This is an optimization exercise on Yosys and OpenROAD, whose aim is a short achievable clock period and few clock cycles, not a production implementation. The RTL was checked by simulation tests, not by an equivalence proof against the original design. Power figures rest on the tool's default switching activity, not on a simulated workload.

**run.sh**
```bash
#!/bin/bash
# synth_recipe.tcl (not shown) runs the flow's synth.tcl, then flattens the netlist and writes it again
# the make line also repeats each setting of config.mk as NAME=value (left out here)
make -C /OpenROAD-flow-scripts/flow DESIGN_CONFIG=/design/flow/config.mk WORK_HOME=/design/flow/orfs CLKGATE_MAP_FILE= SYNTH_SCRIPT=/design/flow/synth_recipe.tcl finish
```
**config.mk**
```make
export PLATFORM = sky130hd
export DESIGN_NAME = lerc2_bs_stream
export DESIGN_NICKNAME = lerc2_bs_stream
export VERILOG_FILES = /design/flow/design.v
export SDC_FILE = /design/flow/constraint.sdc
export NUM_CORES = 4
export LEC_CHECK = 0
export CAP_MARGIN = 20
export CORE_MARGIN = 2
export CORE_UTILIZATION = 40
export PLACE_DENSITY = 0.6
export SLEW_MARGIN = 20
```
**constraint.sdc**
```tcl
create_clock -name core_clock -period 9.0 [get_ports {clk}]
set_input_delay 1.8000 -clock core_clock [delete_from_list [all_inputs] [get_ports {clk}]]
set_output_delay 1.8000 -clock core_clock [all_outputs]
set_load 0.01 [all_outputs]
```
**design.v**
```verilog
module lerc2_bs_stream (
    input  wire        clk,
    input  wire        rst,
    input  wire        start,
    output wire        start_ready,
    input  wire [31:0] total,
    input  wire [31:0] len,
    input  wire        in_valid,
    output wire        in_ready,
    input  wire [31:0] in_data,
    output wire        code_valid,
    input  wire        code_ready,
    output wire [31:0] code_data,
    output reg         done,
    output reg  [1:0]  err,
    output reg  [7:0]  err_arg
);
    localparam [1:0] E_OK = 2'd0, E_TRUNC = 2'd1, E_WIDTH = 2'd2, E_FIELD = 2'd3;
    localparam [1:0] P_A = 2'd0, P_B1 = 2'd1, P_B2 = 2'd2, P_STOP = 2'd3;
    reg         active;          
    assign start_ready = !active;
    wire        accept = start && !active;
    reg [255:0] mem;
    reg [3:0]   wpw;             
    reg         in_rdy;
    assign in_ready = in_rdy;
    wire        wr = in_valid && in_rdy;
    wire [5:0]  wpb = {wpw, 2'b00};
    reg         q_end   [0:1];
    reg [5:0]   q_w     [0:1];
    reg [31:0]  q_c     [0:1];
    reg [31:0]  q_k     [0:1];
    reg [8:0]   q_s     [0:1];   
    reg [31:0]  q_m     [0:1];   
    reg [1:0]   q_err   [0:1];
    reg [7:0]   q_arg   [0:1];
    reg         q_rd, q_wr;      
    reg [1:0]   q_n;             
    reg [1:0]   pst;
    reg [31:0]  rem;             
    reg [31:0]  left;            
    reg [33:0]  gap;             
    reg [5:0]   pp;              
    reg [5:0]   hw;
    reg [31:0]  hc, hk;
    reg         h0;              
    reg [34:0]  adv;             
    reg         cgt;             
    reg [8:0]   hs;
    reg [31:0]  hm;
    wire [511:0] mem2 = {mem, mem};
    wire [71:0]  hb = mem2 >> {pp[4:0], 3'b000};
    wire [7:0]   b0 = hb[7:0];
    wire [31:0]  bc = hb[39:8];
    wire [31:0]  bk = hb[71:40];
    wire [37:0] prod_x = {6'd0, hc} * {32'd0, hw} + (h0 ? 38'd79 : 38'd47);
    wire q_full = (q_n == 2'd2);
    wire rem0   = (rem == 32'd0);
    wire rem_l5 = (rem < 32'd5);
    wire rem_l9 = (rem < 32'd9);
    wire gap1   = !gap[33] && (gap[32:0] >= 33'd1);
    wire gap5   = !gap[33] && (gap[32:0] >= 33'd5);
    wire gap9   = !gap[33] && (gap[32:0] >= 33'd9);
    reg         a_end, a_go;
    reg [1:0]   a_err;
    reg [7:0]   a_arg;
    always @(*) begin
        a_end = 1'b0; a_go = 1'b0; a_err = E_OK; a_arg = 8'd0;
        if (left == 32'd0) begin
            a_end = 1'b1;
        end else if (rem0) begin
            a_end = 1'b1; a_err = E_TRUNC;
        end else if (gap1) begin
            if (b0 > 8'd32) begin
                a_end = 1'b1; a_err = E_WIDTH; a_arg = b0;
            end else if (rem_l5) begin
                a_end = 1'b1; a_err = E_TRUNC;
            end else if (gap5) begin
                if (bc == 32'd0) begin
                    a_end = 1'b1; a_err = E_FIELD; a_arg = 8'd13;
                end else if (b0 == 8'd0) begin
                    if (rem_l9) begin
                        a_end = 1'b1; a_err = E_TRUNC;
                    end else if (gap9) begin
                        a_go = 1'b1;
                    end
                end else begin
                    a_go = 1'b1;
                end
            end
        end
    end
    wire a_push = (pst == P_A) && a_end && !q_full;
    wire b2_bad_c = cgt;
    wire b2_bad_t = (adv[34:32] != 3'd0) || (adv[31:0] > rem);
    wire b2_push  = (pst == P_B2) && !q_full;
    wire b2_ok    = b2_push && !b2_bad_c && !b2_bad_t;
    wire q_push   = a_push || b2_push;
    reg         bv;              
    reg [5:0]   bw;
    reg [31:0]  bcnt;
    reg [31:0]  bkr;
    reg [31:0]  bm;
    reg [8:0]   es;              
    reg         end_pend;
    reg [1:0]   end_err;
    reg [7:0]   end_arg;
    reg         ov, sv;
    reg [31:0]  od, sd;
    assign code_valid = ov;
    assign code_data  = od;
    wire [5:0] fb    = es[8:3];                  
    wire [5:0] av_d  = wpb - fb - 6'd5;          
    wire       avail = !av_d[5];
    wire       fire  = bv && !sv && ((bw == 6'd0) || avail);
    wire       last  = fire && (bcnt == 32'd1);
    wire       slot_free = !bv || last;
    wire       h_end = q_end[q_rd];
    wire       q_ne  = (q_n != 2'd0);
    wire       load  = slot_free && q_ne && !h_end;
    wire       take_end = slot_free && q_ne && h_end && !end_pend;
    wire       q_pop = load || take_end;
    wire [39:0] xw  = mem2 >> {fb[4:0], 3'b000};
    wire [39:0] xb  = {xw[7:0], xw[15:8], xw[23:16], xw[31:24], xw[39:32]};
    wire [39:0] xs  = xb >> (~es[2:0]);
    wire [31:0] code = (xs[31:0] & bm) | bkr;
    wire [5:0] sp_now  = wpb - fb;
    wire [5:0] sp_next = wpb + 6'd4 - fb;
    wire [8:0] es_next = load ? q_s[q_rd] : (fire ? es + {3'd0, bw} : es);
    wire [5:0] fb_next = es_next[8:3];
    always @(posedge clk) begin
        if (rst) begin
            active   <= 1'b0;
            wpw      <= 4'd0;
            in_rdy   <= 1'b0;
            q_rd     <= 1'b0;
            q_wr     <= 1'b0;
            q_n      <= 2'd0;
            pst      <= P_STOP;
            rem      <= 32'd0;
            left     <= 32'd0;
            gap      <= 34'd0;
            pp       <= 6'd0;
            bv       <= 1'b0;
            es       <= 9'd0;
            end_pend <= 1'b0;
            ov       <= 1'b0;
            sv       <= 1'b0;
            done     <= 1'b0;
            err      <= E_OK;
            err_arg  <= 8'd0;
        end else begin
            done <= 1'b0;
            if (wr) begin
                mem[{wpw[2:0], 5'd0} +: 32] <= in_data;
                wpw <= wpw + 4'd1;
            end
            if (active) begin
                if (wr) in_rdy <= ((wpb + 6'd4 - fb_next) <= 6'd28);
                else    in_rdy <= ((wpb - fb_next) <= 6'd28);
            end
            begin : parser
                reg [33:0] g;
                g = gap;
                case (pst)
                P_A: if (a_go) begin
                    hw  <= b0[5:0];
                    hc  <= bc;
                    hk  <= (b0 == 8'd0) ? bk : 32'd0;
                    h0  <= (b0 == 8'd0);
                    pst <= P_B1;
                end else if (a_push) begin
                    pst <= P_STOP;
                end
                P_B1: begin
                    adv <= prod_x[37:3];
                    cgt <= (hc > left);
                    hs  <= {pp + (h0 ? 6'd9 : 6'd5), 3'b000} + {3'd0, hw} - 9'd33;
                    hm  <= h0 ? 32'd0 : (32'hFFFF_FFFF >> (6'd32 - hw));
                    pst <= P_B2;
                end
                P_B2: if (b2_push) begin
                    if (b2_ok) begin
                        rem  <= rem - adv[31:0];
                        left <= left - hc;
                        pp   <= pp + adv[5:0];
                        g    = g - {1'b0, adv[32:0]};
                        pst  <= P_A;
                    end else begin
                        pst  <= P_STOP;
                    end
                end
                default: ;
                endcase
                if (wr) g = g + 34'd4;
                gap <= g;
            end
            if (q_push) begin
                q_end[q_wr] <= a_push || !b2_ok;
                q_w[q_wr]   <= hw;
                q_c[q_wr]   <= hc;
                q_k[q_wr]   <= hk;
                q_s[q_wr]   <= hs;
                q_m[q_wr]   <= hm;
                q_err[q_wr] <= a_push ? a_err : (b2_bad_c ? E_FIELD : E_TRUNC);
                q_arg[q_wr] <= a_push ? a_arg : (b2_bad_c ? 8'd13 : 8'd0);
                q_wr <= !q_wr;
            end
            if (q_pop) q_rd <= !q_rd;
            q_n <= q_n + {1'b0, q_push} - {1'b0, q_pop};
            if (fire) begin
                bcnt <= bcnt - 32'd1;
                es   <= es + {3'd0, bw};
            end
            if (load) begin
                bv   <= 1'b1;
                bw   <= q_w[q_rd];
                bcnt <= q_c[q_rd];
                bkr  <= q_k[q_rd];
                bm   <= q_m[q_rd];
                es   <= q_s[q_rd];
            end else if (last) begin
                bv <= 1'b0;
            end
            if (take_end) begin
                end_pend <= 1'b1;
                end_err  <= q_err[q_rd];
                end_arg  <= q_arg[q_rd];
            end
            if (ov && !code_ready) begin
                if (fire) begin
                    sv <= 1'b1;
                    sd <= code;
                end
            end else begin
                if (sv) begin
                    od <= sd;
                    sv <= 1'b0;
                    ov <= 1'b1;
                end else if (fire) begin
                    od <= code;
                    ov <= 1'b1;
                end else begin
                    ov <= 1'b0;
                end
            end
            if (active && end_pend && !sv && (!ov || code_ready)) begin
                done     <= 1'b1;
                err      <= end_err;
                err_arg  <= end_arg;
                active   <= 1'b0;
                in_rdy   <= 1'b0;
                pst      <= P_STOP;
                bv       <= 1'b0;
                end_pend <= 1'b0;
            end
            if (accept) begin
                active   <= 1'b1;
                in_rdy   <= 1'b1;
                wpw      <= 4'd0;
                q_rd     <= 1'b0;
                q_wr     <= 1'b0;
                q_n      <= 2'd0;
                pst      <= P_A;
                rem      <= len;
                left     <= total;
                gap      <= 34'd0;
                pp       <= 6'd0;
                bv       <= 1'b0;
                es       <= 9'd0;
                end_pend <= 1'b0;
            end
        end
    end
endmodule
```
==> metrics.log, run 1 <==
[metrics] outcome: finished clean
[metrics] vertical die dimension: 430 um
[metrics] final weighted congestion of routability-driven global placement: 0.955
[metrics] highest clock rate: 138 MHz
[metrics] fraction of the cycle the final worst path needs: 0.806
[metrics] areal power density over the cells: 153 mW/mm^2
[metrics] Required @ worst endpoint: 9.53 ns
[metrics] unrepaired setup endpoints after global routing: no
[metrics] Setup violations, final: 0
[metrics] detail-routed via count per cell: 6.49
[metrics] netlist area before placement: 0.0726 sq mm
[metrics] Least-Margin Pin Slew: 1.34 ns
[metrics] post-route cell area: 0.0797 sq mm
[metrics] ratio of cells with drive above 1 in the final layout: 0.182
[metrics] element type at the critical path end: flip-flop
[metrics] Initial Util: 0.402
[metrics] Worst-Skew Late Latency: 0.81 ns
[metrics] Max Fanout on Critical Path: 22
[metrics] synthesized area per cell: 11.7 sq um
[metrics] count of vias placed by the detailed router: 55,500
[metrics] critical path arrival: 7.78 ns
[metrics] Internal: 8680 uW
[metrics] clock root buffer master: clkbuf_16
[metrics] Inserted Clock Buffers: 113
[metrics] Port Buf Inserts: 146
[metrics] largest net degree at the start of global routing: 170
[metrics] final max-slew violation count: 0
[metrics] pre-CTS WS: 1.84 ns
[metrics] path type of the worst min-delay path: reg2reg
[metrics] Net count, final: 6,550
[metrics] share of flip-flops with an asynchronous set or reset: 0
[metrics] number of antenna violations at the first check in global routing: 15
[metrics] die width: 430 um
[metrics] post-layout min period: 7.26 ns
[metrics] switching power summed over all nets: 3510 uW
[metrics] final count of hold timing violations: 0
[metrics] count of state elements after synthesis: 965
[metrics] top post-synthesis cells by area: edfxtp_1 (34%), mux4_2 (18%), mux2i_1 (4.7%), ha_1 (3.9%), dfxtp_1 (3.9%)
[metrics] worst reg-to-reg path cell count: 23
[metrics] wire length per cell: 29.5 um
[metrics] number of hold-repair buffers added at the cts stage: 0
[metrics] GRT Util Overall: 0.268
[metrics] final HPWL from detailed placement: 176,000 um
[metrics] Worst-path clk slew: 0.06 ns
[metrics] Core Area: 0.181 sq mm
[metrics] Setup Crit Path Kind: reg2reg
[metrics] post-route DRC violation count: 0
[metrics] share of the synthesized area in the top cell type: 0.341
[metrics] final WL: 252,000 um
[metrics] Boundary Pins: 147
[metrics] number of levels in the clock H-tree: 3
[metrics] area growth from synthesis to final layout: 9.77%
[metrics] instance count along the most critical hold path: 0
[metrics] Clk pwr share: 0.377
[metrics] detailed router's first-iteration violation count: 6,955
[metrics] FP Rows: 156
[metrics] Leakage: 0.0277 uW
[metrics] net switching share of the total power: 0.288
[metrics] post-cts sizing count: 0
[metrics] proportion of synthesized chip area in sequential cells: 0.380
[metrics] number of global-route vias before repair: 53,300
[metrics] clock tree from TritonCTS: yes
[metrics] number of violations of the max-capacitance limit: 0
[metrics] detailed-router iteration count before antenna repair: 7
[metrics] sequential share of power: 0.454
[metrics] number of standard cells after synthesis: 6,206
[metrics] Max Root-Sink Buffers: 3
[metrics] number of nets still failing antenna checks after routing: 0
[metrics] wire length of the first global-routing pass: 370,000 um
[metrics] post-synthesis cell type count: 94
[metrics] DP Area: 0.0759 sq mm
[metrics] Critical Path Start Type: flip-flop
[metrics] Rel. slew slack: 0.108
[metrics] GR Overflow Total: 0
[metrics] setup fix buffers added after clock tree synthesis: 0
[metrics] Die ar.: 0.185 sq mm
[metrics] Post-Synthesis Net Count: 6,665
[metrics] worst-case setup margin in the final layout: 1.74 ns
[metrics] cell type with the highest aggregate area in the netlist: edfxtp_1
[metrics] clk sink count: 965
[metrics] number of synthesis warnings: 1
[metrics] part of the total power dissipated in combinational logic: 0.169
[metrics] Setup TNS Final: 0 ns
[metrics] Worst Skew: 0.0853 ns
[metrics] Post-synth EDFFs: 824
[metrics] most instantiated flip-flop cell in the synthesis netlist: edfxtp_1
[metrics] worst-case vdd ir drop: 0.153 mV
critical path, stage by stage (launching register included):
cell       delay (ns)
edfxtp_1         0.69
inv_1            0.79
nor2_1           0.16
fa_1             0.54
inv_1            0.05
fa_1             0.54
inv_1            0.05
fa_1             0.48
inv_1            0.05
fa_1             0.47
inv_1            0.04
ha_1             0.28
inv_1            0.04
a2111oi_0        0.73
nand4_1          0.22
a21boi_0         0.20
buf_4            0.18
a31o_2           0.21
a41oi_1          0.21
a31oi_1          0.32
a221o_1          0.31
a211oi_1         0.14
o21bai_1         0.17
xnor2_1          0.08
registers in the layout (all words and copies together) (netlist names), 34 cells and up, named ones only:
register and count:
q_c 64, adv 35, mem 256, gap 34, q_m 64, q_k 64
layout make-up:
type / instances / area, sq um
Sequential cell: 965 / 27600
Inverter: 259 / 973
Antenna cell: 6 / 15.0
Tap cell: 2370 / 2970
Fill cell: 16600 / 101000
Clock inverter: 64 / 714
Multi-Input combinational cell: 4507 / 42100
Timing Repair Buffer: 245 / 2350
Clock buffer: 139 / 2990
cells by family (layout without fill, tap and decap cells):
group	after synthesis	count (layout)	share of synthesized area
buffers and inverters	734	707	0.0432
AOI/OAI and AO/OA	1232	1232	0.115
DFF	965	965	0.380
other	0	6	0
muxes	1138	1138	0.263
and+or+nand+nor	1592	1592	0.101
xor gates and xnor gates	187	187	0.0226
adders and majority gates	358	358	0.0752
layer usage:
metal  track usage  part of all wire
met5             0           0.00064
met4         0.116             0.051
met3        0.0611              0.10
met2         0.414              0.45
met1         0.361              0.39
Yosys cell counts, types with 32 or more instances:
cell type,instances
a211oi_1,102
a21o_1,93
a21oi_1,303
a22o_1,180
a311oi_1,38
a31oi_1,35
and2_1,50
buf_1,74
buf_2,81
clkbuf_1,277
dfxtp_1,141
edfxtp_1,824
fa_1,130
ha_1,228
inv_1,252
mux2_2,205
mux2i_1,343
mux4_2,575
nand2_1,564
nand2b_1,57
nand3_1,76
nand4_1,33
nor2_1,454
nor2b_1,121
nor3_1,80
nor4_1,44
o21a_1,32
o21ai_0,227
xnor2_1,124
xor2_1,63
worst paths after layout:
path / startpoint / endpoint / slack (ns)
worst max-delay path: hw[1] / adv[34] / 1.74
worst min-delay path: hm[30] / q_m[1][30] / 0.41
worst min register to register: hm[30] / q_m[1][30] / 0.41
worst max register to register: hw[1] / adv[34] / 1.74
power groups by stage:
stage | Clock [uW] | Sequential [uW] | Combinational, uW
2_1_floorplan | 0 | 5460 | 1460
3_5_place_dp | 0 | 5610 | 2040
3_3_place_gp | 0 | 5600 | 2010
4_1_cts | 4670 | 5520 | 2050
6_report | 4590 | 5540 | 2070
5_1_grt | 4840 | 5550 | 2230
cell usage in the layout (no fill, tap or decap), types with 180 or more instances in the layout:
master    instances
a22o_1          180
ha_1            227
inv_1           250
edfxtp_1        824
mux2_2          205
a21oi_1         302
mux4_2          575
mux2i_1         342
nand2_1         560
o21ai_0         226
nor2_1          450
stage by stage:
stage,hold slack [ns],util,power [uW],std cells
2_1_floorplan,0.421,-,6930,6206
3_3_place_gp,0.423,0.420,7620,8342
3_5_place_dp,0.429,0.420,7650,8343
4_1_cts,0.422,0.441,12200,8546
5_1_grt,0.451,0.441,12600,8550
6_report,0.414,0.441,12200,8555
Testbench counts, summed over its fixed seeds: cycles 26,516.
==> run 2, diff against run 1 <==
--- a/config.mk
+++ b/config.mk
@@ -6,7 +6,9 @@
 export NUM_CORES = 4
 export LEC_CHECK = 0
+export ABC_CLOCK_PERIOD_IN_PS = 3000
 export CAP_MARGIN = 20
 export CORE_MARGIN = 2
 export CORE_UTILIZATION = 40
 export PLACE_DENSITY = 0.6
+export SETUP_SLACK_MARGIN = 5
 export SLEW_MARGIN = 20
==> metrics.log, run 2 <==
[metrics] outcome: finished clean
[metrics] detailed-router iteration count before antenna repair: 8
[metrics] commonest cells after routing, fill and taps aside: edfxtp_1 (824), mux4_2 (579), nand2_1 (553), nor2_1 (418), mux2i_1 (305)
[metrics] Critical Path Start Type: flip-flop
[metrics] Worst Skew: 0.0787 ns
[metrics] Setup TNS Final: 0 ns
[metrics] vertical die dimension: 430 um
[metrics] Worst-path clk slew: 0.06 ns
[metrics] number of synthesis warnings: 1
[metrics] unrepaired setup endpoints after global routing: yes
[metrics] Initial Util: 0.402
[metrics] worst-case vdd ir drop: 0.195 mV
[metrics] netlist area before placement: 0.0726 sq mm
[metrics] cell types with the highest counts after synthesis: edfxtp_1 (824), mux4_2 (575), nand2_1 (564), nor2_1 (454), mux2i_1 (343)
[metrics] count of vias placed by the detailed router: 59,800
[metrics] fraction of the cycle the final worst path needs: 0.612
[metrics] final total power: 12,800 uW
[metrics] Leakage: 0.0310 uW
[metrics] Setup Crit Path Kind: reg2reg
[metrics] detail-routed via count per cell: 6.68
[metrics] Max Fanout on Critical Path: 4
[metrics] most instantiated flip-flop cell in the synthesis netlist: edfxtp_1
[metrics] Least-Margin Pin Slew: 1.21 ns
[metrics] element type at the critical path end: flip-flop
[metrics] Die ar.: 0.185 sq mm
[metrics] critical path arrival: 6.05 ns
[metrics] number of flip-flops under the largest register name: 256
[metrics] clk sink count: 965
[metrics] GR Overflow Total: 0
[metrics] Worst-Skew Late Latency: 0.80 ns
[metrics] path type of the worst min-delay path: reg2reg
[metrics] wire length of the first global-routing pass: 408,000 um
[metrics] most prevalent standard cell on the critical path: fa_1
[metrics] Crit path largest cell delay: 0.50 ns
[metrics] clock root buffer master: clkbuf_16
[metrics] post-route DRC violation count: 0
[metrics] number of levels in the clock H-tree: 3
[metrics] final HPWL from detailed placement: 176,000 um
[metrics] Post-synth EDFFs: 824
[metrics] ratio of cells with drive above 1 in the final layout: 0.279
[metrics] final count of hold timing violations: 0
[metrics] number of violations of the max-capacitance limit: 0
[metrics] share of the synthesized area in the top cell type: 0.341
[metrics] Max Root-Sink Buffers: 3
[metrics] die width: 430 um
[metrics] FP Rows: 156
[metrics] Inserted Clock Buffers: 109
[metrics] detailed router's first-iteration violation count: 8,787
[metrics] synthesized area per cell: 11.7 sq um
[metrics] final WL: 285,000 um
[metrics] number of antenna violations at the first check in global routing: 15
[metrics] number of buffer and inverter instances along the worst setup path: 4
[metrics] post-route cell area: 0.0878 sq mm
[metrics] post-layout min period: 5.51 ns
[metrics] commonest non-fill, non-tap cell in the layout: edfxtp_1
[metrics] share of flip-flops with an asynchronous set or reset: 0
[metrics] number of global-route vias before repair: 57,000
[metrics] final max-slew violation count: 0
[metrics] cell type with the highest aggregate area in the netlist: edfxtp_1
[metrics] Core Area: 0.181 sq mm
[metrics] Setup violations, final: 0
[metrics] top post-synthesis cells by area: edfxtp_1 (34%), mux4_2 (18%), mux2i_1 (4.7%), ha_1 (3.9%), dfxtp_1 (3.9%)
[metrics] CP max stage cell: fa_1
[metrics] final weighted congestion of routability-driven global placement: 0.980
[metrics] number of standard cells after synthesis: 6,206
[metrics] Post-Synthesis Net Count: 6,665
[metrics] count of state elements after synthesis: 965
[metrics] proportion of synthesized chip area in sequential cells: 0.380
[metrics] worst-path cell chain: clkinvlp_4 > buf_12 > nor2_4 > fa_1 > fa_1 > fa_1 > inv_1 > fa_1 > inv_2 > ha_4 > a211oi_2 > o211ai_1 > nand2_1 > a21boi_4 > a31o_4 > a41oi_4 > a31oi_4 > a221o_1 > a211oi_2 > o21bai_1 > xnor2_1
[metrics] Top delay family on crit path: adder cells
[metrics] Required @ worst endpoint: 9.54 ns
[metrics] largest net degree at the start of global routing: 145
[metrics] highest clock rate: 181 MHz
[metrics] Boundary Pins: 147
[metrics] GRT Util Overall: 0.299
[metrics] area growth from synthesis to final layout: 21.0%
[metrics] tightest hold margin: 0.410 ns
[metrics] areal power density over the cells: 146 mW/mm^2
[metrics] number of hold-repair buffers added at the cts stage: 0
[metrics] most common cell in the netlist: edfxtp_1
[metrics] wire length per cell: 31.9 um
[metrics] post-synthesis cell type count: 94
[metrics] clock tree from TritonCTS: yes
[metrics] Net count, final: 6,948
[metrics] number of nets still failing antenna checks after routing: 0
[metrics] Rel. slew slack: 0.194
[metrics] Port Buf Inserts: 146
[metrics] DP Area: 0.0761 sq mm
## run 2: per-stage QoR
| step | setup slack, ns | std cells | utilization |
|---|---|---|---|
| 2_1_floorplan | 2.49 | 6206 | - |
| 4_1_cts | 3.62 | 8851 | 0.477 |
| 3_3_place_gp | 2.33 | 8331 | 0.421 |
| 6_report | 3.49 | 8960 | 0.486 |
| 5_1_grt | 3.19 | 8952 | 0.486 |
| 3_5_place_dp | 2.39 | 8333 | 0.421 |
## run 2: cells by family after synthesis
group | after synthesis | synth area share
AOI/OAI and AO/OA | 1232 | 0.115
xor gates and xnor gates | 187 | 0.0226
adders and majority gates | 358 | 0.0752
buffers and inverters | 734 | 0.0432
DFF | 965 | 0.380
muxes | 1138 | 0.263
and+or+nand+nor | 1592 | 0.101
## run 2: area by class of cell
| class | count | area (sq um) |
|---|---|---|
| inverters | 259 | 1080 |
| repair buffers | 640 | 8460 |
| clock buffers | 136 | 2910 |
| repair inverters | 6 | 37.5 |
| fillers | 15600 | 92700 |
| diodes | 8 | 20.0 |
| clock inverters | 68 | 837 |
| multi-input cells | 4508 | 43900 |
| flip-flops and latches | 965 | 27600 |
| well taps | 2370 | 2970 |
## run 2: path summary, 6_finish.rpt
check | startpoint | end | slack [ns] | cells past startpoint
setup / recovery | hw[0] | adv[34] | 3.49 | 21
hold / removal | hs[7] | q_s[0][7] | 0.41 | 0
setup reg to reg | hw[0] | adv[34] | 3.49 | 21
hold reg to reg | hs[7] | q_s[0][7] | 0.41 | 0
## run 2: repair_timing
item,CTS,global route
gates cloned,82,12
pin swaps,89,81
gates resized for setup,424,183
buffers inserted,232,89
endpoints found under the setup margin,792,619
## run 2: per-layer routing
layer	GRT usage	vias up	part of all wire
met2	0.457	4445	0.44
met4	0.152	16	0.066
met5	0	-	0.00053
li1	-	24500	-
met3	0.0925	1066	0.13
met1	0.383	29800	0.36
## run 2: where the power goes
part	switching [uW]	internal [uW]	total [uW]	leakage (uW)
combinational	1390	1140	2540	0.0206
clock	2040	2690	4730	0.00182
sequential	318	5220	5530	0.00855
total	3750	9050	12800	0.0310

==> static timing again, ports no longer ideal <==
In the flow no input, the clock included, has a driving cell. The finished layouts below were timed again as built, in two steps.
Step 1 assumes that a clkbuf_16 drives the clock port and a buf_2 every other input.
Step 2 moves the port delays by t, midway between the first and last clock arrival at a register: inputs arrive t later, outputs are due t later. That takes back most of the time a late clock gives input paths.
a / b / c = no drivers / after step 1 / after step 2; a / b = the first two.
run | shift t [ns] | setup WS [ns] | worst setup path after step 2 | cell pins on the clock port's net
run 1 | 0.856 | 1.743 / 1.743 / 1.743 | register to register | 1
run 2 | 0.845 | 3.490 / 3.490 / 3.490 | register to register | 1
After both steps every run listed still meets setup and hold.
